What follows belongs to an exercise in optimizing a design on an open flow for small area; a production flow would make more cautious choices. At most, simulation tests tie the RTL to the original design; equivalence was not proved. Function not checked in runs 2 and 3: the RTL went through the layout flow alone. Power and IR drop assume default switching activity.

### design/flow/design.v
module raiden_core (
    input  wire        clk,
    input  wire        rst,
    input  wire        req_valid,
    input  wire        req_we,
    input  wire [7:0]  req_addr,
    input  wire [31:0] req_wdata,
    output wire        rsp_valid,
    output wire [31:0] rsp_rdata,
    output wire        rsp_err,
    input  wire [7:0]  trig_in,
    input  wire        uart_rx,
    output wire        out_o,
    output wire        out_oe,
    output wire        outn_o,
    output wire        outn_oe,
    output wire        armed_o,
    output wire        fired_o,
    output wire [15:0] pull_o
);
    localparam [2:0] PG_STOPPED = 3'd0;
    localparam [2:0] PG_WAIT    = 3'd1;
    localparam [2:0] PG_PAUSE   = 3'd2;
    localparam [2:0] PG_HIGH    = 3'd3;
    localparam [2:0] PG_LOW     = 3'd4;
    localparam [2:0] D_OFF  = 3'd0;    
    localparam [2:0] D_IDLE = 3'd1;    
    localparam [2:0] D_W2   = 3'd2;    
    localparam [2:0] D_Q    = 3'd3;    
    localparam [2:0] D_DATA = 3'd4;    
    reg [31:0] cfg_pause, cfg_width, cfg_gap, cfg_count, cfg_div;
    reg [1:0]  cfg_kind;
    reg [7:0]  cfg_pin;
    reg        cfg_edge;
    reg [7:0]  cfg_byte;
    reg        cfg_out_en, cfg_inv_en;
    reg        armed, fired, rel;
    reg [2:0]  pg_st;
    reg [31:0] pg_cnt, pg_reps, pg_w, pg_g, pg_p;
    reg [2:0]  det_st;
    reg [5:0]  dk;
    reg        match;
    reg [1:0]  resident;
    reg [7:0]  lat_byte;           
    reg [31:0] lat_div;
    reg [31:0] gcount;
    reg [3:0]  aux;
    reg [1:0]  result;
    reg        rq_valid, rq_err;
    reg [3:0]  rq_sel;
    wire [2:0] lat_pin  = lat_byte[2:0];
    wire       lat_edge = lat_byte[3];
    wire       gpio_hit = trig_in[lat_pin] ^ lat_edge;    
    wire       bit_ok   = (uart_rx == lat_byte[dk[5:3]]);
    wire cnt_hi0  = (pg_cnt[31:1] == 31'd0);
    wire p0       = (pg_p == 32'd0);
    wire cnt1     = cnt_hi0 &  pg_cnt[0];    
    wire tick     = cnt1;
    wire reps_hi0 = (pg_reps[31:1] == 31'd0);
    wire reps0    = reps_hi0 & ~pg_reps[0];
    wire reps1    = reps_hi0 &  pg_reps[0];
    wire        rep_dec = (pg_st == PG_LOW) && cnt1;    
    wire [31:0] dec_nz;    
    wire [31:0] rb;        
    wire [31:0] inc_p;     
    assign dec_nz[0] = 1'b0;
    assign rb[0]     = rep_dec;
    assign inc_p[0]  = 1'b1;
    genvar ci;
    generate
        for (ci = 1; ci < 32; ci = ci + 1) begin : g_chain
            assign dec_nz[ci] = dec_nz[ci-1] | pg_cnt[ci-1];
            assign rb[ci]     = rb[ci-1] & ~pg_reps[ci-1];
            assign inc_p[ci]  = inc_p[ci-1] & gcount[ci-1];
        end
    endgenerate
    wire [31:0] dec      = pg_cnt ^ ~dec_nz;    
    wire [31:0] reps_dec = pg_reps ^ rb;        
    wire mapped  = (req_addr[1:0] == 2'b00) && (req_addr <= 8'h30);
    wire ro_reg  = (req_addr == 8'h04) || (req_addr == 8'h24);
    wire do_wr   = req_valid && req_we && mapped && !ro_reg;
    wire wr_cmd  = do_wr && (req_addr == 8'h00);
    wire wd_small = (req_wdata[31:3] == 29'd0);
    wire c_arm   = wr_cmd && wd_small && (req_wdata[2:0] == 3'd1);
    wire c_dis   = wr_cmd && wd_small && (req_wdata[2:0] == 3'd2);
    wire c_exe   = wr_cmd && wd_small && (req_wdata[2:0] == 3'd3);
    wire c_rst   = wr_cmd && wd_small && (req_wdata[2:0] == 3'd4);
    wire c_poll  = wr_cmd && wd_small && (req_wdata[2:0] == 3'd5);
    wire c_ill   = wr_cmd && !(wd_small && req_wdata[2:0] != 3'd0 &&
                               req_wdata[2:0] <= 3'd5);
    wire in_wait  = (pg_st == PG_WAIT);
    wire arm_cfg_bad = (cfg_kind == 2'd1) && (cfg_pin[7:3] != 5'd0);
    wire arm_ok   = c_arm && !armed && !arm_cfg_bad;
    wire exe_ok   = c_exe && armed;
    wire poll_ok  = c_poll && armed && !(in_wait && !rel);
    wire disarm   = exe_ok || poll_ok || ((c_dis || c_rst) && armed);
    wire do_start = in_wait && (rel || exe_ok);
    wire cfg_rst  = rst || c_rst;
    reg        fire;
    reg [2:0]  n_det_st;
    reg        dk_clr, dk_inc;
    reg        n_match;
    reg [2:0]  n_pg_st;
    reg [31:0] n_pg_cnt, n_pg_reps, n_pg_w, n_pg_g;
    reg        n_rel;
    reg [1:0]  n_result;
    always @* begin
        fire     = 1'b0;
        n_det_st = det_st;
        dk_clr   = 1'b0;
        dk_inc   = 1'b0;
        n_match  = match;
        if (det_st != D_OFF) begin
            if (resident[0]) begin
                case (det_st)
                    D_IDLE: if (!gpio_hit) n_det_st = D_W2;
                    D_W2:   if (gpio_hit) begin n_det_st = D_Q; dk_clr = 1'b1; end
                    D_Q:
                        if (gpio_hit) begin
                            if (dk[1:0] == 2'd2) begin
                                fire     = 1'b1;
                                n_det_st = D_OFF;
                            end else begin
                                dk_inc = 1'b1;
                            end
                        end else begin
                            n_det_st = D_W2;
                        end
                    default: ;
                endcase
            end else if (tick) begin
                case (det_st)
                    D_IDLE: if (uart_rx) n_det_st = D_W2;
                    D_W2:   if (!uart_rx) begin n_det_st = D_Q; dk_clr = 1'b1; end
                    D_Q:
                        if (dk[1:0] == 2'd3) begin
                            if (!uart_rx) begin
                                n_det_st = D_DATA;
                                dk_clr   = 1'b1;
                                n_match  = 1'b1;
                            end else begin
                                n_det_st = D_W2;
                            end
                        end else begin
                            dk_inc = 1'b1;
                        end
                    D_DATA: begin
                        dk_inc = 1'b1;
                        if (dk[2:0] == 3'd7) begin
                            n_match = match & bit_ok;
                            if (dk[5:3] == 3'd7) begin
                                if (match & bit_ok) begin
                                    fire     = 1'b1;
                                    n_det_st = D_OFF;
                                end else begin
                                    n_det_st = D_IDLE;
                                end
                            end
                        end
                    end
                    default: ;
                endcase
            end
        end
        n_pg_st   = pg_st;
        n_pg_cnt  = pg_cnt;
        n_pg_reps = pg_reps;
        n_pg_w    = pg_w;
        n_pg_g    = pg_g;
        if (do_start) begin
            if (!p0)         n_pg_st = PG_PAUSE;
            else if (!reps0) n_pg_st = PG_HIGH;
            else             n_pg_st = PG_STOPPED;
        end else if (cnt1) begin
            case (pg_st)
                PG_PAUSE: n_pg_st = reps0 ? PG_STOPPED : PG_HIGH;
                PG_HIGH:  n_pg_st = PG_LOW;
                PG_LOW:   n_pg_st = reps1 ? PG_STOPPED : PG_HIGH;
                default: ;
            endcase
        end
        if (do_start)
            n_pg_cnt = p0 ? pg_w : pg_p;
        else if (cnt1)
            n_pg_cnt = in_wait ? lat_div : ((pg_st == PG_HIGH) ? pg_g : pg_w);
        else
            n_pg_cnt = dec;
        n_pg_reps = reps_dec;
        n_rel = (rel & ~in_wait) | fire;
        if (arm_ok) begin
            n_det_st  = (cfg_kind != 2'd0) ? D_IDLE : D_OFF;
            n_pg_st   = PG_WAIT;
            n_pg_cnt  = 32'd1;
            n_pg_reps = cfg_count;
            n_pg_w    = (cfg_width[31:2] == 30'd0) ? 32'd4 : cfg_width;
            n_pg_g    = (cfg_gap[31:2]   == 30'd0) ? 32'd4 : cfg_gap;
            n_rel     = 1'b0;
        end
        if (disarm) begin
            n_det_st = D_OFF;
            if (n_pg_st == PG_WAIT)
                n_pg_st = PG_STOPPED;
            n_rel = 1'b0;
        end
        n_result = result;
        if (c_arm)
            n_result = armed ? 2'b01 : (arm_cfg_bad ? 2'b11 : 2'b00);
        else if (c_exe)
            n_result = armed ? 2'b00 : 2'b01;
        else if (c_ill)
            n_result = 2'b10;
        else if (c_dis || c_rst || c_poll)
            n_result = 2'b00;
    end
    wire [7:0]  a        = req_addr;
    wire        we_pause = do_wr && (a == 8'h08);
    wire        we_width = do_wr && (a == 8'h0C);
    wire        we_gap   = do_wr && (a == 8'h10);
    wire        we_count = do_wr && (a == 8'h14);
    wire        we_kind  = do_wr && (a == 8'h18) && (req_wdata[1:0] != 2'd3);
    wire        we_pin   = do_wr && (a == 8'h1C);
    wire        we_byte  = do_wr && (a == 8'h20);
    wire        we_aux   = do_wr && (a == 8'h28);
    wire        we_outc  = do_wr && (a == 8'h2C);
    wire        we_div   = do_wr && (a == 8'h30) && (req_wdata != 32'd0);
    wire        gc_inc   = exe_ok || poll_ok;
    wire [31:0] gcount_inc = gcount ^ (inc_p & {32{gc_inc}});    
    wire [31:0] rmask    = {32{cfg_rst}};
    wire [31:0] wd_rst0  = req_wdata & ~rmask;
    wire [31:0] wd_100   = (req_wdata & ~(rmask & ~32'd100)) | (rmask & 32'd100);
    wire [31:0] wd_1     = (req_wdata & ~(rmask & ~32'd1))   | (rmask & 32'd1);
    wire [31:0] wd_16    = (req_wdata & ~(rmask & ~32'd16))  | (rmask & 32'd16);
    wire [8:0]  wd_pin   = req_wdata[8:0] | {1'b0, rmask[7:0]};
    wire [8:0]  wd_pin_r = {wd_rst0[8], wd_pin[7:0]};
    wire [1:0]  wd_outc  = {wd_rst0[1], req_wdata[0] | cfg_rst};
    always @(posedge clk) begin
        if (we_pause || cfg_rst) cfg_pause <= wd_rst0;
        if (we_width || cfg_rst) cfg_width <= wd_100;
        if (we_gap   || cfg_rst) cfg_gap   <= wd_100;
        if (we_count || cfg_rst) cfg_count <= wd_1;
        if (we_div   || cfg_rst) cfg_div   <= wd_16;
        if (we_kind  || cfg_rst) cfg_kind  <= wd_rst0[1:0];
        if (we_pin   || cfg_rst) {cfg_edge, cfg_pin} <= wd_pin_r;
        if (we_byte  || cfg_rst) cfg_byte  <= wd_rst0[7:0];
        if (we_aux   || cfg_rst) aux       <= wd_rst0[3:0];
        if (we_outc  || cfg_rst) {cfg_inv_en, cfg_out_en} <= wd_outc;
        gcount <= gcount_inc & ~rmask;
    end
    always @(posedge clk) begin
        if (rst) begin
            armed    <= 1'b0;
            fired    <= 1'b0;
            rel      <= 1'b0;
            pg_st    <= PG_STOPPED;
            det_st   <= D_OFF;
            resident <= 2'd0;
            result   <= 2'b00;
            rq_valid <= 1'b0;
            rq_err   <= 1'b0;
            rq_sel   <= 4'd0;
        end else begin
            if (arm_ok)
                armed <= 1'b1;
            else if (disarm)
                armed <= 1'b0;
            if (arm_ok || c_rst)
                fired <= 1'b0;
            else if (fire || exe_ok)
                fired <= 1'b1;
            rel    <= n_rel;
            pg_st  <= n_pg_st;
            det_st <= n_det_st;
            if (arm_ok)
                resident <= cfg_kind;
            result   <= n_result;
            rq_valid <= req_valid;
            rq_err   <= req_valid && (!mapped || (req_we && ro_reg));
            rq_sel   <= (req_valid && !req_we && mapped) ? req_addr[5:2] : 4'd0;
        end
    end
    always @(posedge clk) begin
        pg_cnt  <= n_pg_cnt;
        pg_reps <= n_pg_reps;
        pg_w    <= n_pg_w;
        pg_g    <= n_pg_g;
        dk      <= (dk + {5'd0, dk_inc}) & ~{6{dk_clr}};
        match   <= n_match;
        if (arm_ok)
            pg_p <= cfg_pause;
        if (arm_ok) begin
            lat_byte <= (cfg_kind == 2'd1) ? {4'd0, cfg_edge, cfg_pin[2:0]} : cfg_byte;
            lat_div  <= cfg_div;
        end
    end
    reg [31:0] rd_val;
    always @* begin
        case (rq_sel)
            4'd1:  rd_val = {18'd0, resident, 1'b0, in_wait, 4'b0000,
                             fired, armed, 1'b0, result[1] & ~result[0], result[1] & result[0], result[0]};
            4'd2:  rd_val = cfg_pause;
            4'd3:  rd_val = cfg_width;
            4'd4:  rd_val = cfg_gap;
            4'd5:  rd_val = cfg_count;
            4'd6:  rd_val = {30'd0, cfg_kind};
            4'd7:  rd_val = {23'd0, cfg_edge, cfg_pin};
            4'd8:  rd_val = {24'd0, cfg_byte};
            4'd9:  rd_val = gcount;
            4'd10: rd_val = {27'd0, armed, aux};
            4'd11: rd_val = {30'd0, cfg_inv_en, cfg_out_en};
            4'd12: rd_val = cfg_div;
            default: rd_val = 32'd0;
        endcase
    end
    assign rsp_valid = rq_valid;
    assign rsp_err   = rq_err;
    assign rsp_rdata = rd_val;
    wire active = (pg_st == PG_HIGH);
    assign out_oe  = cfg_out_en;
    assign out_o   = cfg_out_en & active;
    assign outn_oe = cfg_inv_en;
    assign outn_o  = cfg_inv_en & ~active;
    assign armed_o = armed;
    assign fired_o = fired;
    genvar p;
    generate
        for (p = 0; p < 8; p = p + 1) begin : g_pull
            wire sel = (resident == 2'd1) && (lat_pin == p);
            assign pull_o[2*p]   = sel & ~lat_edge;
            assign pull_o[2*p+1] = sel &  lat_edge;
        end
    endgenerate
endmodule
### design/flow/flow/run.sh
#!/bin/bash
# Standard layout with three changes: ABC maps the logic with an
# area-oriented script (flow/area.abc, via flow/synth.tcl which wraps the standard flow's
# own synthesis script); port buffers use the smallest buffer cell; the clock
# tree is built from clkbuf_4 (sink clusters of up to 8) with no dummy loads.
set -euo pipefail
export MY_ABC_SCRIPT="$PWD/flow/area.abc"
export FLOW_SYNTH_TCL="$PWD/synth_recipe.tcl"
bash standard.sh SYNTH_SCRIPT="$PWD/flow/synth.tcl" \
  BUFFER_PORTS_ARGS="-buffer_cell sky130_fd_sc_hd__buf_1" \
  CTS_ARGS="-sink_clustering_enable -repair_clock_nets -dont_use_dummy_load -buf_list sky130_fd_sc_hd__clkbuf_4 -sink_clustering_size 8 -sink_clustering_max_diameter 60" \
  finish > flow_standard.log 2>&1
### design/flow/flow/area.abc
&get -n
&st
&dc2
&dch -f
&nf -R 1000
&st
&dc2
&dch -f
&nf -R 1000
&put
topo
dnsize -c
### design/flow/flow/synth.tcl
# The standard synthesis script (synth_recipe.tcl), with the ABC logic
# mapping run from flow/area.abc (an area-oriented script) instead of
# ORFS's speed script. Flip-flop mapping, flattening and naming are unchanged.
proc abc {args} {
  set i [lsearch -exact $args -script]
  if {$i >= 0} {
    lset args [expr {$i + 1}] $::env(MY_ABC_SCRIPT)
  }
  yosys abc {*}$args
}
source $::env(FLOW_SYNTH_TCL)
### design/flow/standard.sh
#!/bin/bash
# synth_recipe.tcl (not shown) runs the flow's synth.tcl, then flattens the netlist and writes it again
# the make line also repeats each setting of config.mk as NAME=value (left out here)
make -C /OpenROAD-flow-scripts/flow DESIGN_CONFIG=/design/flow/config.mk WORK_HOME=/design/flow/orfs CLKGATE_MAP_FILE= SYNTH_SCRIPT=/design/flow/synth_recipe.tcl "${@:-finish}"
### design/flow/config.mk
export PLATFORM = sky130hd
export DESIGN_NAME = raiden_core
export DESIGN_NICKNAME = raiden_core
export VERILOG_FILES = /design/flow/design.v
export SDC_FILE = /design/flow/constraint.sdc
export NUM_CORES = 4
export LEC_CHECK = 0
export CAP_MARGIN = 20
export CORE_MARGIN = 2
export CORE_UTILIZATION = 40
export SLEW_MARGIN = 20
### design/flow/constraint.sdc
create_clock -name core_clock -period 10.0 [get_ports {clk}]
set_input_delay 2.0000 -clock core_clock [delete_from_list [all_inputs] [get_ports {clk}]]
set_output_delay 2.0000 -clock core_clock [all_outputs]
set_load 0.01 [all_outputs]
==> results.json, run 1 <==
{
  "worst-path-max-fanout": 3,
  "p_leak_uw": 0.00705,
  "viasPerCell": 5.79,
  "crit_buf_inv": 0,
  "p_comb_share_pct": 4.0,
  "grtUsageMet3_pct": 4.09,
  "grtUsageTotal_pct": 22.5,
  "syn_avg_cell_area_sq_um": 12.2,
  "intPower_uw": 2370,
  "grt_pass1_vias": 12720,
  "grt_start_max_net_pins": 162,
  "power_density_mw_per_mm2": 152,
  "busiest_layer": "met2",
  "post-route-drc-count": 0,
  "p_clk_share_pct": 27.3,
  "mostFrequentLayoutCell": "edfxtp_1",
  "clock_skew_ps": 79.8,
  "dp.cells": 2180,
  "setup_tns_ps": 0,
  "drt-initial-drc-count": 1512,
  "multi_input_area_sq_mm": 0.00600,
  "synth_nets": 1624,
  "fin_crit_ps": 7680,
  "synth_top_area_share_pct": 52.4,
  "port_buffers": 108,
  "cpMostUsedCell": "ha_1",
  "synth_seq_area_share_pct": 65.6,
  "clockBufferDepth": 3,
  "yosys_register_bits": 443,
  "outcome": "timing/DRC/antenna clean",
  "seqPwrFrac_pct": 68.7,
  "final_nets": 1761,
  "io_pins": 109,
  "slew_violations": 0,
  "htree_levels": 2,
  "synthTopCellsByArea": "edfxtp_1 (52%), dfxtp_1 (13%), ha_1 (4.3%), a222oi_1 (3.3%), nor3_1 (2.8%)",
  "die_x_um": 219,
  "start_util_pct": 40.5,
  "swShare_pct": 22.8,
  "end_kind": "flip-flop",
  "finalNonFillerCells": 2244,
  "antenna_left": 0,
  "period_share_pct": 76.8,
  "grtUsageMet2_pct": 37.6,
  "use_met1_pct": 29.2,
  "synth_top_cell_by_area": "edfxtp_1",
  "overflow": 0,
  "syn_area_sq_mm": 0.0184,
  "final_core_util_pct": 44.4,
  "hold_buffers": 0,
  "area_growth_pct": 9.43,
  "grt_pass1_wl_mm": 79.0,
  "worstSetupPathType": "flip-flop to flip-flop",
  "p_sw_uw": 700,
  "finalSetupViolCount": 0,
  "slowest_stage": "nor4_1",
  "antenna_found_initial": 3,
  "clock_sinks": 443,
  "hold_viol": 0,
  "crit_arrival_ps": 8280,
  "vias": 12998,
  "rows": 78,
  "yosys_warnings": 1,
  "die_area_sq_mm": 0.0478,
  "wl_per_cell_um": 23.9,
  "yosysUniqueCellTypes": 48,
  "cts_setup_buffers": 0,
  "numCtsBuffers": 61,
  "peakVddDrop_v": 0.0000617,
  "clk_latency_ps": 800,
  "gp_congestion": 0.901,
  "wirelength_mm": 53.7,
  "hp-class": "flip-flop to flip-flop",
  "fillCellCount": 4261,
  "clock-root-buffer": "clkbuf_4",
  "relSlewSlack_pct": 22.6,
  "synth_edf_count": 322,
  "crit_required_ps": 10600,
  "max_stage_delay_ps": 830,
  "cts-resized-gates": 0,
  "startpoint_type": "flip-flop",
  "async_flop_share_pct": 0,
  "synth_cells": 1507,
  "dr.pass1.iters": 6,
  "maxCapViolCount": 0,
  "fmax_mhz": 130,
  "cp_top_family": "adder cells",
  "hpwl_mm": 35.1,
  "rsz0062_at_grt": "no",
  "ys.flop_type": "edfxtp_1",
  "worstMarginPinSlew_ps": 1160,
  "seq_area_sq_mm": 0.0121,
  "layout_common_cells": "edfxtp_1 (322), dfxtp_1 (121), nand2_1 (110), buf_1 (108), nor3_1 (97)",
  "cts_tree": "done",
  "core_area_sq_mm": 0.0455,
  "path_clk_slew_ps": 90,
  "die_h_um": 219,
  "drive_above_1_share_pct": 6.64
}
==> worst reg2reg max path: cells and delay by family (launching register included) <==
family / cells / cell delay, ps
flops: 1 / 330
fa+ha+maj: 31 / 4890
simple gates: 4 / 2040
compound gates: 1 / 90
xor+xnor: 1 / 130
==> metal layers <==
metal	part of all wire [%]	wire [um]
met4	3.1	1690
met5	0.024	13
met2	49	26200
met3	8.0	4290
met1	40	21500
==> stage by stage <==
stage          setup WS (ps)  area, sq um  power (uW)  hold WS [ps]
6_report                2320        20200        3070           444
5_1_grt                 1770        20200        3190           455
4_1_cts                 2370        20200        3100           442
3_5_place_dp            1560        19700        2270           433
3_3_place_gp            1720        19700        2270           428
2_1_floorplan          -1820        18500        2210           425
==> registers in the layout, indices dropped and copies added, names as in the netlist, 32 cells and up <==
name / flops
cfg_count: 32
cfg_div: 32
cfg_gap: 32
cfg_pause: 32
cfg_width: 32
gcount: 32
lat_div: 32
pg_cnt: 32
pg_g: 32
pg_p: 32
pg_reps: 32
pg_w: 32
==> final cells by class <==
type                            instances  share of cell area [%]
Multi-Input combinational cell        936                    29.7
Sequential cell                       443                    59.9
Antenna cell                            2                  0.0248
Inverter                               70                    1.30
Tap cell                              600                    3.72
Timing Repair Buffer                  132                    3.03
Clock buffer                           61                    2.27
==> synthesized netlist by cell type, drive strengths merged, types with 51 or more instances <==
cell	instances
ha	64
nand2	112
dfxtp	121
and2	51
o21ai	102
nor3	102
a222oi	60
buf	58
clkinv	70
nor2	101
a21oi	68
edfxtp	322
==> kinds of logic after synthesis <==
family	Yosys count	share of synthesized area [%]
AO/OA/AOI/OAI	308	11.1
buffers and inverters	128	2.61
XOR/XNOR	6	0.285
AND/OR/NAND/NOR	524	14.1
multiplexers	34	1.99
flip-flops	443	65.6
adder cells (fa/ha/maj)	64	4.34
==> worst paths after layout <==
| check | startpoint | endpoint | slack [ps] | cells past startpoint |
|---|---|---|---|---|
| max | pg_cnt[27] | pg_reps[31] | 2320 | 37 |
| min | cfg_div[17] | lat_div[17] | 440 | 0 |
| max reg2reg | pg_cnt[27] | pg_reps[31] | 2320 | 37 |
| min reg2reg | cfg_div[17] | lat_div[17] | 440 | 0 |
==> power by group through the flow <==
stage               logic, uW  clock network [uW]  registers, uW
floorplan                78.0                   0           2130
global placement          120                   0           2150
detailed placement        123                   0           2150
CTS                       123                 864           2110
global route              138                 939           2120
finish                    123                 839           2110
==> inputs of run 2 (changes only) <==
--- a/design/flow/design.v
+++ b/design/flow/design.v
@@ -36,7 +36,10 @@
     reg        cfg_out_en, cfg_inv_en;
     reg        armed, fired, rel;
     reg [2:0]  pg_st;
-    reg [31:0] pg_cnt, pg_reps, pg_w, pg_g, pg_p;
+    reg [31:0] pg_ncnt, pg_nreps;    
+    reg [31:0] pg_w, pg_g, pg_p;
+    wire [31:0] pg_cnt  = ~pg_ncnt;
+    wire [31:0] pg_reps = ~pg_nreps;
     reg [2:0]  det_st;
     reg [5:0]  dk;
     reg        match;
@@ -60,22 +63,22 @@
     wire reps0    = reps_hi0 & ~pg_reps[0];
     wire reps1    = reps_hi0 &  pg_reps[0];
     wire        rep_dec = (pg_st == PG_LOW) && cnt1;    
-    wire [31:0] dec_nz;    
-    wire [31:0] rb;        
+    wire [31:0] cc;        
+    wire [31:0] rc;        
     wire [31:0] inc_p;     
-    assign dec_nz[0] = 1'b0;
-    assign rb[0]     = rep_dec;
+    assign cc[0]     = 1'b1;
+    assign rc[0]     = rep_dec;
     assign inc_p[0]  = 1'b1;
     genvar ci;
     generate
         for (ci = 1; ci < 32; ci = ci + 1) begin : g_chain
-            assign dec_nz[ci] = dec_nz[ci-1] | pg_cnt[ci-1];
-            assign rb[ci]     = rb[ci-1] & ~pg_reps[ci-1];
+            assign cc[ci]     = cc[ci-1] & pg_ncnt[ci-1];
+            assign rc[ci]     = rc[ci-1] & pg_nreps[ci-1];
             assign inc_p[ci]  = inc_p[ci-1] & gcount[ci-1];
         end
     endgenerate
-    wire [31:0] dec      = pg_cnt ^ ~dec_nz;    
-    wire [31:0] reps_dec = pg_reps ^ rb;        
+    wire [31:0] dec      = ~(pg_ncnt ^ cc);     
+    wire [31:0] reps_dec = ~(pg_nreps ^ rc);    
     wire mapped  = (req_addr[1:0] == 2'b00) && (req_addr <= 8'h30);
     wire ro_reg  = (req_addr == 8'h04) || (req_addr == 8'h24);
     wire do_wr   = req_valid && req_we && mapped && !ro_reg;
@@ -96,6 +99,15 @@
     wire disarm   = exe_ok || poll_ok || ((c_dis || c_rst) && armed);
     wire do_start = in_wait && (rel || exe_ok);
     wire cfg_rst  = rst || c_rst;
+    wire is_high = (pg_st == PG_HIGH);
+    wire s_p   = do_start & ~p0;
+    wire s_w   = (do_start & p0) | (~do_start & cnt1 & ~in_wait & ~is_high);
+    wire s_g   = ~do_start & cnt1 & is_high;
+    wire s_d   = ~do_start & cnt1 & in_wait;
+    wire s_dec = ~do_start & ~cnt1;
+    wire [31:0] cnt_mux = ({32{s_p}} & pg_p) | ({32{s_w}} & pg_w) |
+                          ({32{s_g}} & pg_g) | ({32{s_d}} & lat_div) |
+                          ({32{s_dec}} & dec);
     reg        fire;
     reg [2:0]  n_det_st;
     reg        dk_clr, dk_inc;
@@ -179,12 +191,7 @@
                 default: ;
             endcase
         end
-        if (do_start)
-            n_pg_cnt = p0 ? pg_w : pg_p;
-        else if (cnt1)
-            n_pg_cnt = in_wait ? lat_div : ((pg_st == PG_HIGH) ? pg_g : pg_w);
-        else
-            n_pg_cnt = dec;
+        n_pg_cnt = cnt_mux;
         n_pg_reps = reps_dec;
         n_rel = (rel & ~in_wait) | fire;
         if (arm_ok) begin
@@ -279,8 +286,8 @@
         end
     end
     always @(posedge clk) begin
-        pg_cnt  <= n_pg_cnt;
-        pg_reps <= n_pg_reps;
+        pg_ncnt  <= ~n_pg_cnt;
+        pg_nreps <= ~n_pg_reps;
         pg_w    <= n_pg_w;
         pg_g    <= n_pg_g;
         dk      <= (dk + {5'd0, dk_inc}) & ~{6{dk_clr}};
==> run 2 against run 1 <==
Net effect: the layout now fails its checks (max-slew violations); first-iteration DRC count is 5.0% higher; clock skew is 37 ps lower; largest power group unchanged; die area is 2.6% lower; setup slack gained 330 ps; maximum frequency increased by 4.5%; highest routed layer is now met4.
==> results.json, run 2 <==
{
  "cts_tree": "done",
  "max_stage_delay_ps": 380,
  "vias": 12763,
  "syn_area_sq_mm": 0.0179,
  "dr.pass1.iters": 8,
  "synth_top_area_share_pct": 53.9,
  "outcome": "complete, but fails checks",
  "worst-path-max-fanout": 10,
  "yosys.area_share.simple_pct": 14.9,
  "ys.flop_type": "edfxtp_1",
  "fin_crit_ps": 7350,
  "synth_cells": 1402,
  "htree_levels": 3,
  "antenna_found_initial": 1,
  "period_share_pct": 73.5,
  "slowest_stage": "dfxtp_1",
  "synth_xor_xnor_area_share_pct": 0.342,
  "path_clk_slew_ps": 90,
  "worstSetupPathType": "flip-flop to flip-flop",
  "wirelength_mm": 53.7,
  "io_pins": 109,
  "viasPerCell": 5.98,
  "synthAdderAreaFrac_pct": 4.46,
  "rsz0062_at_grt": "no",
  "synth_edf_count": 322,
  "crit_required_ps": 10590,
  "cpMostUsedCell": "ha_1",
  "clock_skew_ps": 43.2,
  "finalSetupViolCount": 0,
  "clk_latency_ps": 760,
  "fmax_mhz": 136,
  "start_util_pct": 40.6,
  "layout_common_cells": "edfxtp_1 (322), nand2_1 (132), dfxtp_1 (121), nor2_1 (108), buf_1 (108)",
  "power_density_mw_per_mm2": 156,
  "synthTopCellsByArea": "edfxtp_1 (54%), dfxtp_1 (13%), ha_1 (4.5%), a222oi_1 (4.0%), nand2_1 (2.8%)",
  "synth_compound_area_share_pct": 11.0,
  "synth_top_family_by_area": "simple AND/OR/NAND/NOR gates",
  "setup_tns_ps": 0,
  "worstMarginPinSlew_ps": 1560,
  "p_leak_uw": 0.00683,
  "mostFrequentLayoutCell": "edfxtp_1",
  "gp_congestion": 0.888,
  "grtUsageTotal_pct": 22.7,
  "grt_pass1_vias": 12404,
  "post-route-drc-count": 0,
  "fillCellCount": 4056,
  "synth_top_cell_by_area": "edfxtp_1",
  "peakVddDrop_v": 0.0000908,
  "hpwl_mm": 35.9,
  "end_kind": "flip-flop",
  "hold_viol": 0,
  "yosys_warnings": 1,
  "cts-resized-gates": 0,
  "yosys_register_bits": 443,
  "synth_seq_area_share_pct": 67.4,
  "rows": 77,
  "hold_buffers": 0,
  "cp_top_family": "adder cells",
  "grt_pass1_wl_mm": 78.7,
  "clock_sinks": 443,
  "relSlewSlack_pct": -4.28,
  "die_area_sq_mm": 0.0466,
  "crit_buf_inv": 0,
  "layout_setup_ws_ps": 2650,
  "die_x_um": 216,
  "clock-root-buffer": "clkbuf_4",
  "startpoint_type": "flip-flop",
  "syn_avg_cell_area_sq_um": 12.8,
  "final_nets": 1660,
  "area_growth_pct": 9.69,
  "hp-class": "flip-flop to flip-flop",
  "maxCapViolCount": 0,
  "yosysMostFrequentCell": "edfxtp_1",
  "async_flop_share_pct": 0,
  "synth_nets": 1519,
  "numCtsBuffers": 66,
  "slew_violations": 84,
  "core_area_sq_mm": 0.0442,
  "cts_setup_buffers": 0,
  "muxShareOfSynthArea_pct": 0.558,
  "so_faults": "max-slew violations",
  "die_h_um": 216,
  "grt_start_max_net_pins": 213,
  "overflow": 0,
  "clockBufferDepth": 3,
  "drt-initial-drc-count": 1587,
  "port_buffers": 108,
  "synthTopCellsByCount": "edfxtp_1 (322), nand2_1 (132), dfxtp_1 (121)",
  "yosysUniqueCellTypes": 50,
  "wl_per_cell_um": 25.2,
  "antenna_left": 0,
  "drive_above_1_share_pct": 7.07,
  "crit_arrival_ps": 7940,
  "dp_slack_ps": 2670
}
[run 2: changes by cell type after synthesis, moves of 20 or more]
cell      previous run  this run
clkinv_1            70         8
nor3_1             102        48
nand3_1             25        49
a211oi_1            33         3
mux2i_1             31         1
o21ai_0            102        49
nand2_1            112       132
[run 2: stage by stage]
step | instance area (sq um) | cells | utilization, % | power [uW] | hold slack (ps)
3_3_place_gp | 19200 | 2067 | 43.4 | 2220 | 431
6_report | 19700 | 2134 | 44.5 | 3070 | 425
5_1_grt | 19700 | 2134 | 44.5 | 3170 | 440
3_5_place_dp | 19200 | 2067 | 43.4 | 2220 | 433
4_1_cts | 19700 | 2133 | 44.5 | 3090 | 420
2_1_floorplan | 18000 | 1402 | - | 2160 | 413
[run 2: cell families (layout without fill, tap and decap cells)]
family,count (synthesis),after routing
buf+inv,66,205
flops,443,443
xor+xnor,7,7
fa+ha+maj,64,64
simple gates,540,540
mux,7,7
other cells,0,1
compound gates,275,275
[run 2: worst paths after layout]
kind | slack, ps | start | cells after the start | endpoint
worst max register to register | 2650 | pg_ncnt[0] | 39 | pg_nreps[31]
worst min register to register | 430 | cfg_div[22] | 0 | lat_div[22]
worst max-delay path | 2650 | pg_ncnt[0] | 39 | pg_nreps[31]
worst min-delay path | 430 | cfg_div[22] | 0 | lat_div[22]
[run 2: power by group]
part	total, uW	switching, uW	internal (uW)
clock network	891	587	305
logic	85.4	64.6	20.8
registers	2090	50.9	2040
[run 2: metal layers]
metal	GRT usage (%)	vias up	part of all wire (%)
met5	0	-	0
met4	7.06	0	2.1
met3	3.62	80	8.1
met2	37.1	619	48
met1	31.2	6303	42
li1	-	5761	-
[run 2: final cells by class]
| type | instances | area [sq um] | area share [%] |
|---|---|---|---|
| flip-flops and latches | 443 | 12100 | 61.4 |
| multi-input cells | 893 | 5730 | 29.1 |
| well taps | 592 | 741 | 3.76 |
| repair buffers | 131 | 591 | 3.00 |
| clock buffers | 66 | 495 | 2.52 |
| inverters | 8 | 30.0 | 0.153 |
| diodes | 1 | 2.50 | 0.0127 |
[run 2: worst reg2reg max path, delay by kind of cell, from the launching register on]
family          cells  cell delay, ps
flops               1             380
xor+xnor            1             140
simple gates        6             950
fa+ha+maj          31            5740
compound gates      1              50
==> inputs of run 3 (changes only) <==
--- a/design/flow/config.mk
+++ b/design/flow/config.mk
@@ -8,4 +8,4 @@
 export CAP_MARGIN = 20
 export CORE_MARGIN = 2
 export CORE_UTILIZATION = 40
-export SLEW_MARGIN = 20
+export SLEW_MARGIN = 40
==> run 3 against run 2 <==
Net effect: the run now finishes clean; largest power group unchanged; die area did not move; critical endpoint unchanged; largest cell class unchanged; sequential cell count did not move; routed wire length fell by 0.36%; maximum frequency fell by 0.89%; clock power fell by 3.4%; critical path depth did not move; combinational power barely moved; global-route usage fell by 0.17 points.
==> results.json, run 3 <==
{
  "slowest_stage": "dfxtp_1",
  "wl_per_cell_um": 25.1,
  "peakVddDrop_v": 0.0000897,
  "antenna_left": 0,
  "fin_crit_ps": 7420,
  "crit_arrival_ps": 8100,
  "fmax_mhz": 135,
  "rows": 77,
  "crit_required_ps": 10680,
  "cts_setup_buffers": 0,
  "startpoint_type": "flip-flop",
  "hold_buffers": 0,
  "hp-class": "flip-flop to flip-flop",
  "syn_avg_cell_area_sq_um": 12.8,
  "die_h_um": 216,
  "clk_latency_ps": 830,
  "synth_seq_area_share_pct": 67.4,
  "slew_violations": 0,
  "io_pins": 109,
  "dr.pass1.iters": 9,
  "max_stage_delay_ps": 390,
  "drt-initial-drc-count": 1542,
  "synthTopCellsByArea": "edfxtp_1 (54%), dfxtp_1 (13%), ha_1 (4.5%), a222oi_1 (4.0%), nand2_1 (2.8%)",
  "layout_common_cells": "edfxtp_1 (322), nand2_1 (132), dfxtp_1 (121), buf_1 (108), nor2_1 (107)",
  "clock-root-buffer": "clkbuf_4",
  "rsz0062_at_grt": "no",
  "numCtsBuffers": 61,
  "design_area_sq_mm": 0.0197,
  "routed-wl-met3_mm": 4.34,
  "cts-resized-gates": 0,
  "highest_layer": "met4",
  "setup_tns_ps": 0,
  "dp.cells": 2068,
  "drive_above_1_share_pct": 7.22,
  "htree_levels": 2,
  "maxCapViolCount": 0,
  "yosys_warnings": 1,
  "synth_cells": 1402,
  "die_x_um": 216,
  "yosysUniqueCellTypes": 50,
  "die_area_sq_mm": 0.0466,
  "relSlewSlack_pct": 39.7,
  "path_clk_slew_ps": 100,
  "synth_top_cell_by_area": "edfxtp_1",
  "place_area_sq_mm": 0.0192,
  "synth_top_area_share_pct": 53.9,
  "finalNonFillerCells": 2130,
  "period_share_pct": 74.2,
  "wl_met1_mm": 22.3,
  "worstSetupPathType": "flip-flop to flip-flop",
  "mostFrequentLayoutCell": "edfxtp_1",
  "hpwl_mm": 36.2,
  "power_density_mw_per_mm2": 154,
  "core_area_sq_mm": 0.0442,
  "cts_tree": "done",
  "grt_pass1_vias": 12363,
  "ys.flop_type": "edfxtp_1",
  "gp_congestion": 0.888,
  "synth_nets": 1519,
  "yosys_register_bits": 443,
  "hold_viol": 0,
  "port_buffers": 108,
  "syn_area_sq_mm": 0.0179,
  "async_flop_share_pct": 0,
  "grt_pass1_wl_mm": 77.9,
  "finalSetupViolCount": 0,
  "antenna_found_initial": 1,
  "start_util_pct": 40.6,
  "wl_met2_mm": 25.3,
  "end_kind": "flip-flop",
  "vias": 12717,
  "worst-path-max-fanout": 10,
  "post-route-drc-count": 0,
  "yosysMostFrequentCell": "edfxtp_1",
  "grtUsageTotal_pct": 22.6,
  "cpMostUsedCell": "ha_1",
  "outcome": "timing/DRC/antenna clean",
  "clockBufferDepth": 3,
  "area_growth_pct": 9.89,
  "clock_sinks": 443,
  "final_nets": 1656,
  "synth_edf_count": 322,
  "wirelength_mm": 53.5,
  "overflow": 0,
  "synthTopCellsByCount": "edfxtp_1 (322), nand2_1 (132), dfxtp_1 (121)",
  "clock_skew_ps": 48.6,
  "viasPerCell": 5.97,
  "grt_start_max_net_pins": 114,
  "worstMarginPinSlew_ps": 896,
  "p_leak_uw": 0.00684
}
==> run 3: cell counts after synthesis <==
No cell type changed its count.
==> run 3: critical path: cells and delay by family (launching register included) <==
family | cells | cell delay [ps]
xor+xnor | 1 | 140
compound gates | 1 | 50
simple gates | 6 | 1030
flops | 1 | 390
fa+ha+maj | 31 | 5700
==> run 3: final timing paths <==
kind | slack, ps | to | cells past startpoint | start
worst min register to register | 430 | pg_p[15] | 0 | cfg_pause[15]
worst min-delay path | 430 | pg_p[15] | 0 | cfg_pause[15]
worst max-delay path | 2580 | pg_nreps[31] | 39 | pg_ncnt[0]
worst max register to register | 2580 | pg_nreps[31] | 39 | pg_ncnt[0]
==> run 3: final cells by class <==
class / instances / area (sq um)
flip-flops and latches: 443 / 12100
fillers: 4097 / 24500
well taps: 592 / 741
multi-input cells: 893 / 5780
inverters: 8 / 30.0
diodes: 1 / 2.50
clock buffers: 61 / 458
repair buffers: 132 / 618
==> run 3: kinds of logic (layout without fill, tap and decap cells) <==
| family | count (synthesis) | after routing | share of synthesized area [%] |
|---|---|---|---|
| AND/OR/NAND/NOR | 540 | 540 | 14.9 |
| flip-flops | 443 | 443 | 67.4 |
| AO/OA/AOI/OAI | 275 | 275 | 11.0 |
| buffers and inverters | 66 | 201 | 1.38 |
| adder cells (fa/ha/maj) | 64 | 64 | 4.46 |
| XOR/XNOR | 7 | 7 | 0.342 |
| multiplexers | 7 | 7 | 0.558 |
| other | 0 | 1 | 0 |
==> run 3: through the flow <==
step                worst slack [ps]  power, uW  hold WS [ps]  utilization [%]
floorplan                       33.4       2160           413                -
global placement                2720       2220           431             43.4
detailed placement              2620       2220           430             43.5
CTS                             2580       3060           446             44.6
global route                    2240       3130           442             44.6
finish                          2580       3040           432             44.6
==> run 3: where the power goes <==
group | total (uW) | switching [uW] | internal, uW
clock network | 861 | 583 | 278
logic | 85.1 | 64.1 | 21.0
registers | 2090 | 51.5 | 2040
==> run 3: layer usage <==
metal	vias up	global-route usage [%]
li1	5751	-
met1	6268	30.3
met2	601	36.4
met3	97	4.14
met4	0	8.76
met5	-	0
==> inputs of run 4 (changes only) <==
--- a/design/flow/design.v
+++ b/design/flow/design.v
@@ -292,12 +292,12 @@
         pg_g    <= n_pg_g;
         dk      <= (dk + {5'd0, dk_inc}) & ~{6{dk_clr}};
         match   <= n_match;
+        if (!armed) begin
+            pg_p    <= cfg_pause;
+            lat_div <= cfg_div;
+        end
         if (arm_ok)
-            pg_p <= cfg_pause;
-        if (arm_ok) begin
             lat_byte <= (cfg_kind == 2'd1) ? {4'd0, cfg_edge, cfg_pin[2:0]} : cfg_byte;
-            lat_div  <= cfg_div;
-        end
     end
     reg [31:0] rd_val;
     always @* begin
==> run 4 against run 3 <==
Net effect: sequential share of layout area is 0.36 points higher; maximum frequency is 0.48% higher; register-to-register slack better by 40 ps; first-iteration DRC count is 23% higher; synthesized cell count is 3.4% lower; routed wire length is 2.7% higher; critical path depth is 1 higher.
==> results.json, run 4 <==
{
  "hold_viol": 0,
  "synth_top_area_share_pct": 54.2,
  "crit_arrival_ps": 8070,
  "worst-path-max-fanout": 9,
  "clock-root-buffer": "clkbuf_4",
  "htree_levels": 2,
  "core_area_sq_mm": 0.0441,
  "start_util_pct": 40.5,
  "drive_above_1_share_pct": 7.51,
  "fmax_mhz": 135,
  "p_leak_uw": 0.00692,
  "power_density_mw_per_mm2": 161,
  "intPower_uw": 2410,
  "crit_required_ps": 10690,
  "grt_pass1_wl_mm": 80.1,
  "outcome": "timing/DRC/antenna clean",
  "maxCapViolCount": 0,
  "finalSetupViolCount": 0,
  "synth_seq_area_share_pct": 67.7,
  "gp_congestion": 0.870,
  "wl_per_cell_um": 26.4,
  "period_share_pct": 73.8,
  "slowest_stage": "dfxtp_1",
  "relSlewSlack_pct": 43.8,
  "synthTopCellsByArea": "edfxtp_1 (54%), dfxtp_1 (14%), a222oi_1 (4.6%), ha_1 (4.5%), nand2_1 (2.3%)",
  "synth_compound_area_share_pct": 11.7,
  "mostFrequentLayoutCell": "edfxtp_1",
  "min_from": "pg_w[0]",
  "synth_edf_count": 322,
  "io_pins": 109,
  "clk_latency_ps": 830,
  "hpwl_mm": 36.5,
  "rsz0062_at_grt": "no",
  "grt_pass1_vias": 12460,
  "clock_sinks": 443,
  "syn_avg_cell_area_sq_um": 13.2,
  "drt-initial-drc-count": 1890,
  "synth_nets": 1472,
  "grt_start_max_net_pins": 132,
  "dr.pass1.iters": 8,
  "yosysUniqueCellTypes": 50,
  "grtUsageTotal_pct": 23.4,
  "p_comb_share_pct": 4.5,
  "place_area_sq_mm": 0.0191,
  "numCtsBuffers": 61,
  "antenna_found_initial": 1,
  "ys.flop_type": "edfxtp_1",
  "reg2reg_from": "pg_ncnt[0]",
  "cts_setup_buffers": 0,
  "overflow": 0,
  "viasPerCell": 6.04,
  "synthAdderAreaFrac_pct": 4.49,
  "post-route-drc-count": 0,
  "async_flop_share_pct": 0,
  "synth_top_cell_by_area": "edfxtp_1",
  "area_growth_pct": 9.82,
  "clockBufferDepth": 3,
  "design_area_sq_mm": 0.0196,
  "synth_cells": 1355,
  "die_area_sq_mm": 0.0463,
  "vias": 12602,
  "layout_common_cells": "edfxtp_1 (322), dfxtp_1 (121), nand2_1 (110), buf_1 (107), nor2_1 (90)",
  "fin_crit_ps": 7380,
  "antenna_left": 0,
  "end_kind": "flip-flop",
  "slew_violations": 0,
  "yosys_register_bits": 443,
  "setup_tns_ps": 0,
  "startpoint_type": "flip-flop",
  "port_buffers": 108,
  "path_clk_slew_ps": 90,
  "yosys.area_share.simple_pct": 13.7,
  "p_sw_uw": 749,
  "cpMostUsedCell": "ha_1",
  "synth_top_family_by_area": "simple AND/OR/NAND/NOR gates",
  "rows": 77,
  "die_x_um": 215,
  "muxShareOfSynthArea_pct": 0.673,
  "seqPwrFrac_pct": 68.4,
  "yosysMostFrequentCell": "edfxtp_1",
  "clock_skew_ps": 47.6,
  "syn_area_sq_mm": 0.0179,
  "synth_xor_xnor_area_share_pct": 0.343,
  "p_clk_share_pct": 27.1,
  "swShare_pct": 23.7,
  "cts-resized-gates": 0,
  "worstMarginPinSlew_ps": 835,
  "yosys_warnings": 1,
  "cts_tree": "done",
  "die_h_um": 215,
  "hp-class": "flip-flop to flip-flop",
  "peakVddDrop_v": 0.0000726,
  "worstSetupPathType": "flip-flop to flip-flop",
  "synthTopCellsByCount": "edfxtp_1 (322), dfxtp_1 (121), nand2_1 (110)",
  "final_nets": 1610,
  "wirelength_mm": 55.0,
  "cp-startpoint": "pg_ncnt[0]",
  "whs_ps": 434,
  "max_stage_delay_ps": 350,
  "hold_buffers": 0
}
run 4: cell types whose count changed after synthesis, moves of 14 or more:
| cell | before | now |
|---|---|---|
| nand3_1 | 49 | 26 |
| nand2_1 | 132 | 110 |
| o211ai_1 | 4 | 18 |
| nor2_1 | 111 | 94 |
run 4: cell type report:
cell class / count / area (sq um)
Fill cell: 4110 / 24500
Sequential cell: 443 / 12100
Multi-Input combinational cell: 845 / 5660
Tap cell: 592 / 741
Timing Repair Buffer: 133 / 614
Clock buffer: 61 / 458
Inverter: 9 / 33.8
Antenna cell: 2 / 5.00
run 4: routing by layer:
metal  wire length, um  GRT usage [%]  vias to the layer above
li1                  -              -                     5627
met1             22400           31.3                     6206
met2             26000           38.0                      671
met3              5090           4.63                       98
met4              1490           8.55                        0
met5                 0              0                        -
run 4: power groups by stage:
stage	Clock [uW]	Sequential, uW	Combinational, uW
floorplan	0	2170	79.8
global placement	0	2200	139
detailed placement	0	2200	138
CTS	869	2160	140
global route	941	2170	153
finish	854	2160	142
run 4: through the flow:
stage	cells	power, uW	worst slack, ps	utilization [%]
2_1_floorplan	1355	2250	1950	-
3_3_place_gp	2021	2340	2770	43.3
3_5_place_dp	2022	2340	2630	43.4
4_1_cts	2083	3170	2580	44.4
5_1_grt	2084	3270	2250	44.4
6_report	2085	3160	2620	44.4
run 4: worst paths after layout:
path,endpoint,slack (ps),cells past startpoint
min reg2reg,pg_ncnt[0],430,1
max reg2reg,pg_nreps[31],2620,40
min,pg_ncnt[0],430,1
max,pg_nreps[31],2620,40
run 4: worst max-delay path: cells and delay by family (launching register included):
| kind | cells | cell delay [ps] |
|---|---|---|
| AO/OA/AOI/OAI | 1 | 50 |
| flip-flops | 1 | 350 |
| AND/OR/NAND/NOR | 6 | 900 |
| adder cells (fa/ha/maj) | 31 | 5700 |
| buffers and inverters | 1 | 110 |
| XOR/XNOR | 1 | 140 |
run 4: cell families (layout without fill, tap and decap cells):
logic type,Yosys count,count (layout)
XOR/XNOR,7,7
flip-flops,443,443
AND/OR/NAND/NOR,482,482
other,0,2
buffers and inverters,67,203
multiplexers,9,9
adder cells (fa/ha/maj),64,64
AO/OA/AOI/OAI,283,283
==> inputs of run 5 (changes only) <==
--- a/design/flow/config.mk
+++ b/design/flow/config.mk
@@ -8,4 +8,5 @@
 export CAP_MARGIN = 20
 export CORE_MARGIN = 2
 export CORE_UTILIZATION = 40
-export SLEW_MARGIN = 40
+export PLACE_DENSITY = 0.75
+export SLEW_MARGIN = 20
==> run 5 against run 4 <==
Net effect: total power is 0.53% lower; still clean on timing, DRC and antenna; sequential cell count stayed put; non-clock buffer count is 3 lower; sequential share of layout area is 0.20 points higher; critical path depth stayed put; largest power group unchanged.
==> results.json, run 5 <==
{
  "antenna_left": 0,
  "synth_cells": 1355,
  "finalSetupViolCount": 0,
  "outcome": "timing/DRC/antenna clean",
  "wl_per_cell_um": 24.5,
  "die_h_um": 215,
  "layout_common_cells": "edfxtp_1 (322), dfxtp_1 (121), nand2_1 (110), buf_1 (108), nor2_1 (91)",
  "clk_latency_ps": 790,
  "synthTopCellsByArea": "edfxtp_1 (54%), dfxtp_1 (14%), a222oi_1 (4.6%), ha_1 (4.5%), nand2_1 (2.3%)",
  "yosysUniqueCellTypes": 50,
  "max_stage_delay_ps": 380,
  "area_growth_pct": 9.47,
  "numCtsBuffers": 61,
  "hold_viol": 0,
  "io_pins": 109,
  "clock-root-buffer": "clkbuf_4",
  "setup_tns_ps": 0,
  "clock_sinks": 443,
  "grt_pass1_vias": 12615,
  "rows": 77,
  "synth_edf_count": 322,
  "yosysMostFrequentCell": "edfxtp_1",
  "yosys_warnings": 1,
  "core_area_sq_mm": 0.0441,
  "gp_congestion": 0.890,
  "vias": 12824,
  "peakVddDrop_v": 0.0000738,
  "final_nets": 1607,
  "crit_required_ps": 10650,
  "rsz0062_at_grt": "no",
  "end_kind": "flip-flop",
  "grt_pass1_wl_mm": 76.7,
  "cts_setup_buffers": 0,
  "antenna_found_initial": 2,
  "drive_above_1_share_pct": 7.06,
  "syn_avg_cell_area_sq_um": 13.2,
  "yosys_register_bits": 443,
  "hpwl_mm": 34.5,
  "start_util_pct": 40.5,
  "grtUsageTotal_pct": 21.7,
  "overflow": 0,
  "worstSetupPathType": "flip-flop to flip-flop",
  "reg2reg_depth": 40,
  "synth_top_area_share_pct": 54.2,
  "maxCapViolCount": 0,
  "hold_path_depth": 1,
  "synth_nets": 1472,
  "ys.flop_type": "edfxtp_1",
  "crit_arrival_ps": 8100,
  "die_area_sq_mm": 0.0463,
  "post-route-drc-count": 0,
  "mostFrequentLayoutCell": "edfxtp_1",
  "worst-path-max-fanout": 9,
  "final_core_util_pct": 44.3,
  "synth_top_cell_by_area": "edfxtp_1",
  "cts_tree": "done",
  "die_x_um": 215,
  "slew_violations": 0,
  "drt-initial-drc-count": 2026,
  "dr.pass1.iters": 7,
  "fmax_mhz": 134,
  "fin_crit_ps": 7450,
  "startpoint_type": "flip-flop",
  "wirelength_mm": 51.1,
  "clock_skew_ps": 92.5,
  "cts-resized-gates": 0,
  "p_leak_uw": 0.00690,
  "cpMostUsedCell": "ha_1",
  "synthTopCellsByCount": "edfxtp_1 (322), dfxtp_1 (121), nand2_1 (110)",
  "viasPerCell": 6.16,
  "p_total_uw": 3140,
  "async_flop_share_pct": 0,
  "relSlewSlack_pct": 33.6,
  "port_buffers": 108,
  "slowest_stage": "dfxtp_1",
  "htree_levels": 2,
  "worstMarginPinSlew_ps": 992,
  "syn_area_sq_mm": 0.0179,
  "synth_seq_area_share_pct": 67.7,
  "period_share_pct": 74.5,
  "power_density_mw_per_mm2": 161,
  "path_clk_slew_ps": 100,
  "hp-class": "flip-flop to flip-flop",
  "clockBufferDepth": 3,
  "grt_start_max_net_pins": 83,
  "hold_buffers": 0,
  "reg2reg_slack_ps": 2550
}
-- run 5: path summary, 6_finish.rpt --
kind | startpoint | endpoint
worst min register to register | pg_w[0] | pg_ncnt[0]
worst min-delay path | pg_w[0] | pg_ncnt[0]
worst max-delay path | pg_ncnt[0] | pg_nreps[31]
worst max register to register | pg_ncnt[0] | pg_nreps[31]
-- run 5: logic make-up after synthesis --
| group | share of synthesized area, % |
|---|---|
| AOI/OAI and AO/OA | 11.7 |
| adders and majority gates | 4.49 |
| buffers and inverters | 1.41 |
| xor gates and xnor gates | 0.343 |
| DFF | 67.7 |
| muxes | 0.673 |
| and+or+nand+nor | 13.7 |
-- run 5: stage by stage --
step | setup WS [ps] | hold slack (ps) | instances | area [sq um]
6_report | 2550 | 340 | 2081 | 19500
5_1_grt | 2120 | 362 | 2081 | 19500
4_1_cts | 2600 | 358 | 2080 | 19500
3_5_place_dp | 2670 | 415 | 2019 | 19100
3_3_place_gp | 2780 | 405 | 2019 | 19100
2_1_floorplan | 1950 | 398 | 1355 | 17900
-- run 5: cell type report --
cell class / instances / area, sq um
Fill cell: 3990 / 24600
Sequential cell: 443 / 12100
Multi-Input combinational cell: 845 / 5640
Tap cell: 592 / 741
Timing Repair Buffer: 130 / 571
Clock buffer: 61 / 458
Inverter: 9 / 33.8
Antenna cell: 1 / 2.50
-- run 5: routing by layer --
metal	GRT usage [%]	vias to the layer above	routed length, um
li1	-	5627	-
met1	28.1	6129	18800
met2	35.6	929	24400
met3	4.23	139	5890
met4	9.26	0	1970
met5	0	-	0
-- run 5: critical path, delay by kind of cell, from the launching register on --
kind | cells | cell delay [ps]
fa+ha+maj | 31 | 5720
simple gates | 6 | 890
flops | 1 | 380
buf+inv | 1 | 130
xor+xnor | 1 | 130
compound gates | 1 | 60
-- run 5: power breakdown --
group	leakage, uW	switching [uW]	internal [uW]
logic	0.00251	87.6	46.9
clock network	0.000281	564	278
registers	0.00411	80.4	2080
==> inputs of run 6 (changes only) <==
==> design/flow/flow/area.abc (replaced) <==
&get -n
&st
&dc2
&dch -f
&nf -R 1000
&st
&dc2
&dch -f
&nf -R 1000
&put
buffer -c
topo
upsize -c
dnsize -c
--- a/design/flow/config.mk
+++ b/design/flow/config.mk
@@ -8,5 +8,4 @@
 export CAP_MARGIN = 20
 export CORE_MARGIN = 2
 export CORE_UTILIZATION = 40
-export PLACE_DENSITY = 0.75
 export SLEW_MARGIN = 20
==> run 6 against run 5 <==
Net effect: still clean; first-iteration DRC count decreased by 2.2%; cell area up 0.42%; count of clock-buffer cells in the layout is the same; via count shrank 0.87%; sequential cell count is the same; total power rose by 0.35%; synthesized area is 2.0% higher; critical path depth unchanged; utilization decreased by 0.86 points.
==> results.json, run 6 <==
{
  "seqPwrFrac_pct": 68.9,
  "wl_per_cell_um": 25.7,
  "die_area_sq_mm": 0.0472,
  "ys.flop_type": "edfxtp_1",
  "startpoint_type": "flip-flop",
  "numCtsBuffers": 61,
  "finalNonFillerCells": 2089,
  "port_buffers": 108,
  "die_h_um": 217,
  "clock_sinks": 443,
  "crit_arrival_ps": 7890,
  "peakVddDrop_v": 0.0000839,
  "worst-path-max-fanout": 9,
  "grtUsageTotal_pct": 22.5,
  "reg2reg_from": "pg_ncnt[0]",
  "fmax_mhz": 138,
  "clock-root-buffer": "clkbuf_4",
  "multi_input_area_sq_mm": 0.00572,
  "synth_seq_area_share_pct": 66.4,
  "yosys_warnings": 1,
  "clock_skew_ps": 52.9,
  "intPower_uw": 2410,
  "gp_congestion": 0.883,
  "final_core_util_pct": 43.4,
  "synthTopCellsByArea": "edfxtp_1 (53%), dfxtp_1 (13%), a222oi_1 (4.5%), ha_1 (4.4%), clkbuf_1 (2.5%)",
  "start_util_pct": 40.3,
  "rows": 78,
  "synth_top_area_share_pct": 53.1,
  "seq_area_sq_mm": 0.0121,
  "max_stage_delay_ps": 350,
  "overflow": 0,
  "yosys.area_share.simple_pct": 13.8,
  "cts_tree": "done",
  "final_nets": 1607,
  "area_growth_pct": 7.78,
  "mostFrequentLayoutCell": "edfxtp_1",
  "synth_xor_xnor_area_share_pct": 0.337,
  "synth_cells": 1423,
  "worstMarginPinSlew_ps": 1140,
  "yosys_register_bits": 443,
  "fillCellCount": 4081,
  "cts_setup_buffers": 0,
  "p_sw_uw": 742,
  "async_flop_share_pct": 0,
  "dr.pass1.iters": 12,
  "synthTopCellsByCount": "edfxtp_1 (322), clkbuf_1 (123), dfxtp_1 (121)",
  "clk_latency_ps": 770,
  "syn_avg_cell_area_sq_um": 12.8,
  "synth_top_cell_by_area": "edfxtp_1",
  "cp-startpoint": "pg_ncnt[0]",
  "relSlewSlack_pct": 23.6,
  "layout_common_cells": "edfxtp_1 (322), dfxtp_1 (121), nand2_1 (110), buf_1 (108), nor2_1 (91)",
  "hold_viol": 0,
  "synth_top_family_by_area": "simple AND/OR/NAND/NOR gates",
  "clockBufferDepth": 3,
  "synthAdderAreaFrac_pct": 4.40,
  "path_clk_slew_ps": 90,
  "p_leak_uw": 0.00704,
  "post-route-drc-count": 0,
  "viasPerCell": 6.09,
  "p_total_uw": 3150,
  "htree_levels": 2,
  "swShare_pct": 23.6,
  "hp-class": "flip-flop to flip-flop",
  "cts-resized-gates": 0,
  "min_from": "cfg_pause[31]",
  "setup_tns_ps": 0,
  "p_clk_share_pct": 26.9,
  "grt_start_max_net_pins": 88,
  "synth_nets": 1540,
  "drt-initial-drc-count": 1981,
  "worstSetupPathType": "flip-flop to flip-flop",
  "synth_edf_count": 322,
  "yosysMostFrequentCell": "edfxtp_1",
  "grt_pass1_wl_mm": 79.0,
  "outcome": "timing/DRC/antenna clean",
  "hold_buffers": 0,
  "rsz0062_at_grt": "no",
  "synth_compound_area_share_pct": 11.6,
  "maxCapViolCount": 0,
  "whs_ps": 455,
  "end_kind": "flip-flop",
  "slowest_stage": "dfxtp_1",
  "cpMostUsedCell": "ha_1",
  "dp.cells": 2027,
  "crit_required_ps": 10620,
  "muxShareOfSynthArea_pct": 0.660,
  "power_density_mw_per_mm2": 161,
  "slew_violations": 0,
  "antenna_found_initial": 2,
  "fin_crit_ps": 7270,
  "hpwl_mm": 37.1,
  "io_pins": 109,
  "p_comb_share_pct": 4.2,
  "period_share_pct": 72.7,
  "vias": 12712,
  "finalSetupViolCount": 0,
  "wirelength_mm": 53.6,
  "syn_area_sq_mm": 0.0182,
  "drive_above_1_share_pct": 8.60,
  "core_area_sq_mm": 0.0452,
  "grt_pass1_vias": 11880,
  "die_x_um": 217,
  "yosysUniqueCellTypes": 65,
  "antenna_left": 0
}
==> run 6: cell types whose count changed after synthesis, sizes merged <==
cell / before / now
and2b: 0 / 1
nor2b: 14 / 13
clkinv: 9 / 0
buf: 58 / 3
inv: 0 / 9
clkbuf: 0 / 123
==> run 6: power groups by stage <==
stage	Sequential (uW)	Clock, uW	Combinational (uW)
finish	2170	849	133
global route	2180	932	146
CTS	2170	863	133
detailed placement	2210	0	132
global placement	2200	0	132
floorplan	2170	0	83.3
==> run 6: worst paths after layout <==
kind,depth (start not counted),slack [ps],end
worst max-delay path,40,2730,pg_nreps[31]
worst min-delay path,0,450,pg_p[31]
worst max register to register,40,2730,pg_nreps[31]
worst min register to register,0,450,pg_p[31]
==> run 6: area by class of cell <==
class | instances | share of cell area, %
antenna | 1 | 0.0128
inverter | 9 | 0.172
clock buffer | 61 | 2.33
sequential | 443 | 61.6
tap | 600 | 3.83
multi-input combinational | 845 | 29.1
timing repair buffer | 130 | 2.91
==> run 6: critical path, delay by kind of cell (launching register included) <==
| family | cells | cell delay [ps] |
|---|---|---|
| XOR/XNOR | 1 | 140 |
| adder cells (fa/ha/maj) | 31 | 5710 |
| AND/OR/NAND/NOR | 6 | 800 |
| flip-flops | 1 | 350 |
| AO/OA/AOI/OAI | 1 | 50 |
| buffers and inverters | 1 | 90 |
==> run 6: layer usage <==
metal  wire length [um]  GRT usage [%]
met1              23200           34.1
met5                  0              0
met4               1200           5.48
met2              23700           34.0
met3               5470           3.31
==> run 6: cells by family (layout without fill, tap and decap cells) <==
logic type / Yosys count / after routing
AOI/OAI and AO/OA: 283 / 283
adders and majority gates: 64 / 64
muxes: 9 / 9
xor gates and xnor gates: 7 / 7
other: 0 / 1
and+or+nand+nor: 482 / 482
buffers and inverters: 135 / 200
DFF: 443 / 443
==> run 6: stage by stage <==
stage / setup WS, ps / cell area (sq um)
2_1_floorplan: 3140 / 18200
5_1_grt: 2290 / 19600
3_5_place_dp: 2720 / 19200
3_3_place_gp: 2770 / 19200
4_1_cts: 2730 / 19600
6_report: 2730 / 19600
==> inputs of run 7 (changes only) <==
==> design/flow/flow/area.abc (replaced) <==
&get -n
&st
&dc2
&dch -f
&nf -R 1000
&st
&dc2
&dch -f
&nf -R 1000
&put
topo
dnsize -c
==> run 7 against run 6 <==
Net effect: sequential power about the same; cell area down 0.31%; utilization is 0.91 points higher; die area shrank 1.9%; sequential share of layout area grew 0.19 points; global-route usage grew 1.0 points; sequential cell count unchanged; first-iteration DRC count shrank 8.0%; clock power is 0.9% higher; worst hold slack worse by 20 ps; synthesized area fell by 2.0%; routed wire length is 2.4% higher; critical path type unchanged; critical endpoint unchanged; highest routed layer unchanged.
==> results.json, run 7 <==
{
  "outcome": "timing/DRC/antenna clean",
  "crit_required_ps": 10660,
  "yosysMostFrequentCell": "edfxtp_1",
  "area_growth_pct": 9.59,
  "place_area_sq_mm": 0.0191,
  "startpoint_type": "flip-flop",
  "clock_sinks": 443,
  "dp.cells": 2021,
  "reg2reg_slack_ps": 2630,
  "dr.pass1.iters": 7,
  "viasPerCell": 6.06,
  "cts-resized-gates": 0,
  "synth_seq_area_share_pct": 67.7,
  "drt-initial-drc-count": 1823,
  "start_util_pct": 40.5,
  "synthTopCellsByCount": "edfxtp_1 (322), dfxtp_1 (121), nand2_1 (110)",
  "grtUsageTotal_pct": 23.5,
  "core_area_sq_mm": 0.0441,
  "clockBufferDepth": 3,
  "numCtsBuffers": 61,
  "clock-root-buffer": "clkbuf_4",
  "design_area_sq_mm": 0.0196,
  "port_buffers": 108,
  "path_clk_slew_ps": 90,
  "synth_cells": 1355,
  "min_from": "pg_w[0]",
  "antenna_found_initial": 2,
  "mostFrequentLayoutCell": "edfxtp_1",
  "slew_violations": 0,
  "die_x_um": 215,
  "synth_edf_count": 322,
  "fillCellCount": 4064,
  "cts_tree": "done",
  "cts_setup_buffers": 0,
  "worstMarginPinSlew_ps": 1030,
  "grt_pass1_wl_mm": 80.7,
  "synth_nets": 1472,
  "power_density_mw_per_mm2": 161,
  "rsz0062_at_grt": "no",
  "vias": 12637,
  "hp-class": "flip-flop to flip-flop",
  "yosysUniqueCellTypes": 50,
  "syn_avg_cell_area_sq_um": 13.2,
  "htree_levels": 2,
  "slowest_stage": "dfxtp_1",
  "antenna_left": 0,
  "rows": 77,
  "whs_ps": 435,
  "clock_skew_ps": 92.9,
  "hold_buffers": 0,
  "drive_above_1_share_pct": 7.11,
  "clk_latency_ps": 850,
  "r2r_end": "pg_nreps[31]",
  "reg2reg_from": "pg_ncnt[0]",
  "reg2reg_depth": 40,
  "hpwl_mm": 36.4,
  "syn_area_sq_mm": 0.0179,
  "die_h_um": 215,
  "yosys_register_bits": 443,
  "overflow": 0,
  "fmax_mhz": 136,
  "holdPathEnd": "pg_ncnt[0]",
  "maxCapViolCount": 0,
  "grt_pass1_vias": 12406,
  "wirelength_mm": 54.9,
  "p_leak_uw": 0.00691,
  "finalNonFillerCells": 2084,
  "worst-path-max-fanout": 9,
  "gp_congestion": 0.870,
  "synth_top_area_share_pct": 54.2,
  "cpMostUsedCell": "ha_1",
  "grt_start_max_net_pins": 132,
  "peakVddDrop_v": 0.0000729,
  "post-route-drc-count": 0,
  "synth_top_cell_by_area": "edfxtp_1",
  "hold_path_depth": 1,
  "yosys_warnings": 1,
  "synthTopCellsByArea": "edfxtp_1 (54%), dfxtp_1 (14%), a222oi_1 (4.6%), ha_1 (4.5%), nand2_1 (2.3%)",
  "relSlewSlack_pct": 30.8,
  "ys.flop_type": "edfxtp_1",
  "finalSetupViolCount": 0,
  "setup_tns_ps": 0,
  "io_pins": 109,
  "layout_common_cells": "edfxtp_1 (322), dfxtp_1 (121), nand2_1 (110), buf_1 (108), nor2_1 (91)",
  "async_flop_share_pct": 0,
  "max_stage_delay_ps": 350,
  "period_share_pct": 73.7,
  "final_nets": 1609,
  "fin_crit_ps": 7370,
  "hold_viol": 0,
  "die_area_sq_mm": 0.0463,
  "crit_arrival_ps": 8040,
  "wl_per_cell_um": 26.3,
  "end_kind": "flip-flop",
  "worstSetupPathType": "flip-flop to flip-flop"
}
run 7: critical path, delay by kind of cell (launching register included):
family	cells	cell delay (ps)
fa+ha+maj	31	5720
simple gates	6	880
flops	1	350
xor+xnor	1	140
buf+inv	1	110
compound gates	1	60
run 7: worst max path at each step:
stage                     cells after the start         from           end  slack (ps)
after floorplan                              10  req_addr[1]     det_st[0]        1950
after global routing                         40   pg_ncnt[0]  pg_nreps[31]        2310
after global placement                       40   pg_ncnt[0]  pg_nreps[31]        2770
after detailed placement                     40   pg_ncnt[0]  pg_nreps[31]        2640
final                                        40   pg_ncnt[0]  pg_nreps[31]        2630
after CTS                                    40   pg_ncnt[0]  pg_nreps[31]        2610
run 7: metal layers:
metal  vias up  routed length, um  track usage [%]
met5         -                  0                0
met1      6180              22600             32.2
met4         0               1730             8.16
met2       711              25600             37.9
li1       5637                  -                -
met3       109               4990             3.96
run 7: area by class of cell:
type                       count  area, sq um  share of cell area [%]
antenna                        2         5.00                  0.0256
inverter                       9         33.8                   0.173
sequential                   443        12100                    61.8
multi-input combinational    845         5640                    28.8
clock buffer                  61          458                    2.34
tap                          592          741                    3.79
timing repair buffer         132          598                    3.06
run 7: logic make-up (layout without fill, tap and decap cells):
kind of cell    after synthesis  in the layout  synth area share [%]
simple gates                482            482                  13.7
flops                       443            443                  67.7
compound gates              283            283                  11.7
buf+inv                      67            202                  1.41
fa+ha+maj                    64             64                  4.49
mux                           9              9                 0.673
xor+xnor                      7              7                 0.343
other cells                   0              2                     0
run 7: power by group:
part	total, uW	switching [uW]	internal (uW)
registers	2160	77.9	2080
clock network	857	579	278
logic	140	92.7	47.3
run 7: stage by stage:
step,util (%),power (uW),worst slack [ps]
final,44.3,3160,2630
after detailed placement,43.3,2340,2640
after CTS,44.3,3170,2610
after floorplan,-,2250,1950
after global placement,43.3,2340,2770
after global routing,44.3,3270,2310

## static timing again, ports no longer ideal
How much do the figures lean on ideal ports? The routed layouts below were timed once more, with nothing changed but the port constraints.
Step 1: set_driving_cell puts a clkbuf_16 on clk and a buf_2 on each other input, an assumption about the parent block.
Step 2 adds t to the input delays and takes it off the output delays; t is the mean of the earliest and latest rising clock arrival at the registers after step 1. Input paths then give back, and output paths get back, about the clock's delay inside the block.
Slacks: ideal ports / drivers / drivers and shift; pairs: ideal ports / drivers.
| run | t, ns | slack for setup (ns) | hold slack, ns |
|---|---|---|---|
| run 1 | 0.814 | 2.318 / 2.318 / 1.617 | 0.444 / 0.444 / 0.444 |
| run 2 | 0.782 | 2.646 / 2.646 / 2.646 | 0.425 / 0.425 / 0.425 |
| run 3 | 0.849 | 2.580 / 2.580 / 2.580 | 0.432 / 0.432 / 0.432 |
| run 4 | 0.856 | 2.615 / 2.615 / 2.615 | 0.434 / 0.434 / 0.434 |
| run 5 | 0.786 | 2.545 / 2.545 / 2.545 | 0.340 / 0.340 / 0.340 |
| run 6 | 0.792 | 2.731 / 2.731 / 2.731 | 0.455 / 0.455 / 0.455 |
| run 7 | 0.854 | 2.626 / 2.626 / 2.626 | 0.435 / 0.435 / 0.435 |
For run 1, which loses most, drivers alone change the setup slack by 0.000 ns; drivers and shift together by -0.701 ns.
